From an optimization exercise on the open Yosys and OpenROAD flow, aimed at small area; shortcuts taken in it are not production practice. Only simulation tests tie the RTL to the original design; equivalence was not proved. Power and IR drop assume default switching activity.

Setup of before:
// murx_core
module murx_core (
    input  wire         clk,
    input  wire         rst,           
    input  wire [16:0]  code_len,      
    output wire [15:0]  code_addr,
    input  wire [31:0]  code_rdata,
    output wire [15:0]  dmem_addr,
    output wire         dmem_we,
    output wire [15:0]  dmem_wdata,
    input  wire [15:0]  dmem_rdata,
    output wire [9:0]   fs_addr,
    output wire         fs_we,
    output wire [272:0] fs_wdata,
    input  wire [272:0] fs_rdata,
    input  wire [3:0]   dbg_raddr,
    output wire [15:0]  dbg_rdata,
    output wire [1:0]   status,        
    output wire [2:0]   err_code,
    output wire [15:0]  err_info,
    output wire [16:0]  pc,
    output wire         carry,
    output wire [1:0]   cmp,           
    output wire [9:0]   depth
);
Size: roughly 1100 cells after synthesis, roughly 740 I/O pins, roughly 9300 um2 of cells after synthesis.
==> flow/config.mk <==
export PLATFORM = sky130hd
export DESIGN_NAME = murx_core
export DESIGN_NICKNAME = murx_core
export VERILOG_FILES = /design/flow/design.v
export SDC_FILE = /design/flow/constraint.sdc
export NUM_CORES = 4
export LEC_CHECK = 0
export CAP_MARGIN = 0
export CORE_AREA = 10 10 270 270
export CTS_BUF_LIST = sky130_fd_sc_hd__clkbuf_8 sky130_fd_sc_hd__clkbuf_16
export CTS_CLUSTER_DIAMETER = 60
export CTS_CLUSTER_SIZE = 12
export DIE_AREA = 0 0 280 280
export PLACE_DENSITY = 0.9
export SETUP_SLACK_MARGIN = 0.2
export SLEW_MARGIN = 0
==> flow/constraint.sdc <==
create_clock -name core_clock -period 10.0 [get_ports {clk}]
set_input_delay 2.0000 -clock core_clock [delete_from_list [all_inputs] [get_ports {clk}]]
set_output_delay 2.0000 -clock core_clock [all_outputs]
set_load 0.01 [all_outputs]
standard.sh (not shown) runs the stock make flow with config.mk's settings and CLKGATE_MAP_FILE= SYNTH_SCRIPT=/design/flow/synth_recipe.tcl, a recipe that flattens the netlist after the stock synthesis.
==> flow/flow/run.sh <==
#!/bin/bash
# Layout flow: the standard flow (standard.sh) with three changes to how the
# layout is made:
#  - synthesis maps with an area-oriented ABC script (abc_area_min.script)
#    instead of ORFS's delay-oriented one; everything else in synthesis,
#    including the registers, is the standard synthesis;
#  - port buffers are the smallest buffer cell, buf_1, instead of the cell
#    buffer_ports picks by default;
#  - synthesis does not put its own buffer on wires that run straight from an
#    input port to an output port (SYNTH_INSBUF=0): buffer_ports still gives
#    each of those ports its own buffer.
# Each tool's output goes to a log file in this folder.
set -euo pipefail
here=$(pwd)
rm -rf "$here/scripts_mod"
cp -r "$FLOW_HOME/scripts" "$here/scripts_mod"
cp "$here/flow/abc_area_min.script" "$here/scripts_mod/abc_speed.script"
bash standard.sh SCRIPTS_DIR="$here/scripts_mod" SYNTH_INSBUF=0 \
  BUFFER_PORTS_ARGS="-buffer_cell sky130_fd_sc_hd__buf_1" finish > "$here/flow_make.log" 2>&1
==> flow/flow/abc_area_min.script <==
&get -n
&st
&syn2
&dch -f
&nf -a -R 1000
&put
Inputs modified between before and after:
- a change of SETUP_SLACK_MARGIN from 0.2 to 0.3
- a change of PLACE_DENSITY from 0.9 to 0.75
Results
- The flow did not stop early for after: all stages ran, and the layout cleared the timing, design-rule and antenna checks.
- Headroom to the max-slew limit up 5.8 points in after wrt before
- Diff before..after | power share of the combinational group | negligible
- On setup slack, before beats after.
- after -> before: fraction of synthesis flops using an asynchronous set or reset pin flat
- after vs before: number of non-clock buffers in the layout up slightly
- Compared with before, in after design area climbed 59 um2; internal power climbed about 1.2%; proportion of layout cells with a drive suffix above 1 climbed 0.69 points; wire length reported by the detailed router dropped about 0.6%.
- On final net count, before and after are basically level.

========
the previous run:
murx_core, a different RTL version from the one above (not shown whole).
For scale: roughly 1,800 cells after synthesis.
Settings: LEC_CHECK=0, CAP_MARGIN=20, CORE_MARGIN=2, CORE_UTILIZATION=40, SLEW_MARGIN=20; clock period 10.0 ns.
run.sh (not shown) runs the stock make flow with config.mk's settings and CLKGATE_MAP_FILE= SYNTH_SCRIPT=/design/flow/synth_recipe.tcl, a recipe that flattens the netlist after the stock synthesis.
Stock flow here: none of the scripts above is used.
I/O pin placement (3_2_place_iop): the previous run exited with error
Inputs modified between the previous run and the current run:
Settings: clearing CORE_UTILIZATION, which used to be 40; putting CORE_AREA at 10 10 270 270 where nothing was set; putting DIE_AREA at 0 0 280 280 where nothing was set; clearing CORE_MARGIN, which used to be 2.
Results
- To summarise the current run: no stage aborted, but the layout did not pass its checks, failing on negative setup slack.
- Number of core rows ended up about 38% higher on the current run than on the previous run.
- | fraction of synthesized cell area in xor and xnor cells | the current run vs the previous run | ≈ equal |
- Fraction of synthesized area in multiplexers came out exactly the same in the current run and the previous run.
- As far as sequential cell area fraction in the yosys report goes, the current run and the previous run are indistinguishable; the numbers are identical.
- The current run vs the previous run: height of the die up by more than a quarter
- Any difference in share of flip-flops with an asynchronous set or reset between the current run and the previous run is small enough to ignore.
- Diff the current run..the previous run | area of the mapped netlist | unchanged
- Of the current run and the previous run, the previous run shows the higher starting density of the core, with the current run below it.
- Width of the die delta for the current run relative to the previous run: 44% higher
- In terms of number of nets produced by synthesis, the previous run and the current run differ only marginally.

afterwards: timing with drivers on the ports:
Ports are ideal in the flow. The routed layouts listed here were re-timed in OpenROAD. Step 1 sets driving cells, clkbuf_16 on the clock port and buf_2 on the other inputs (assumed; they add their load-dependent delay and slew). Step 2 times the ports against the registers' clock, not the clock port: input delays grow and output delays shrink by t, the midpoint of the rising clock arrivals with the driver on. a / b / c = ideal ports / drivers / drivers and shift; a / b = the first two.
run	shift t [ns]	slack for setup (ns)	worst setup path after step 2
before	0.431	0.799 / 0.802 / 0.371	input to register
after	0.432	0.761 / 0.784 / 0.351	input to register
the current run	0.411	-1.139 / -1.191 / -1.191	input to output
For before, which loses most, drivers alone change the setup slack by +0.003 ns; drivers and shift together by -0.428 ns.
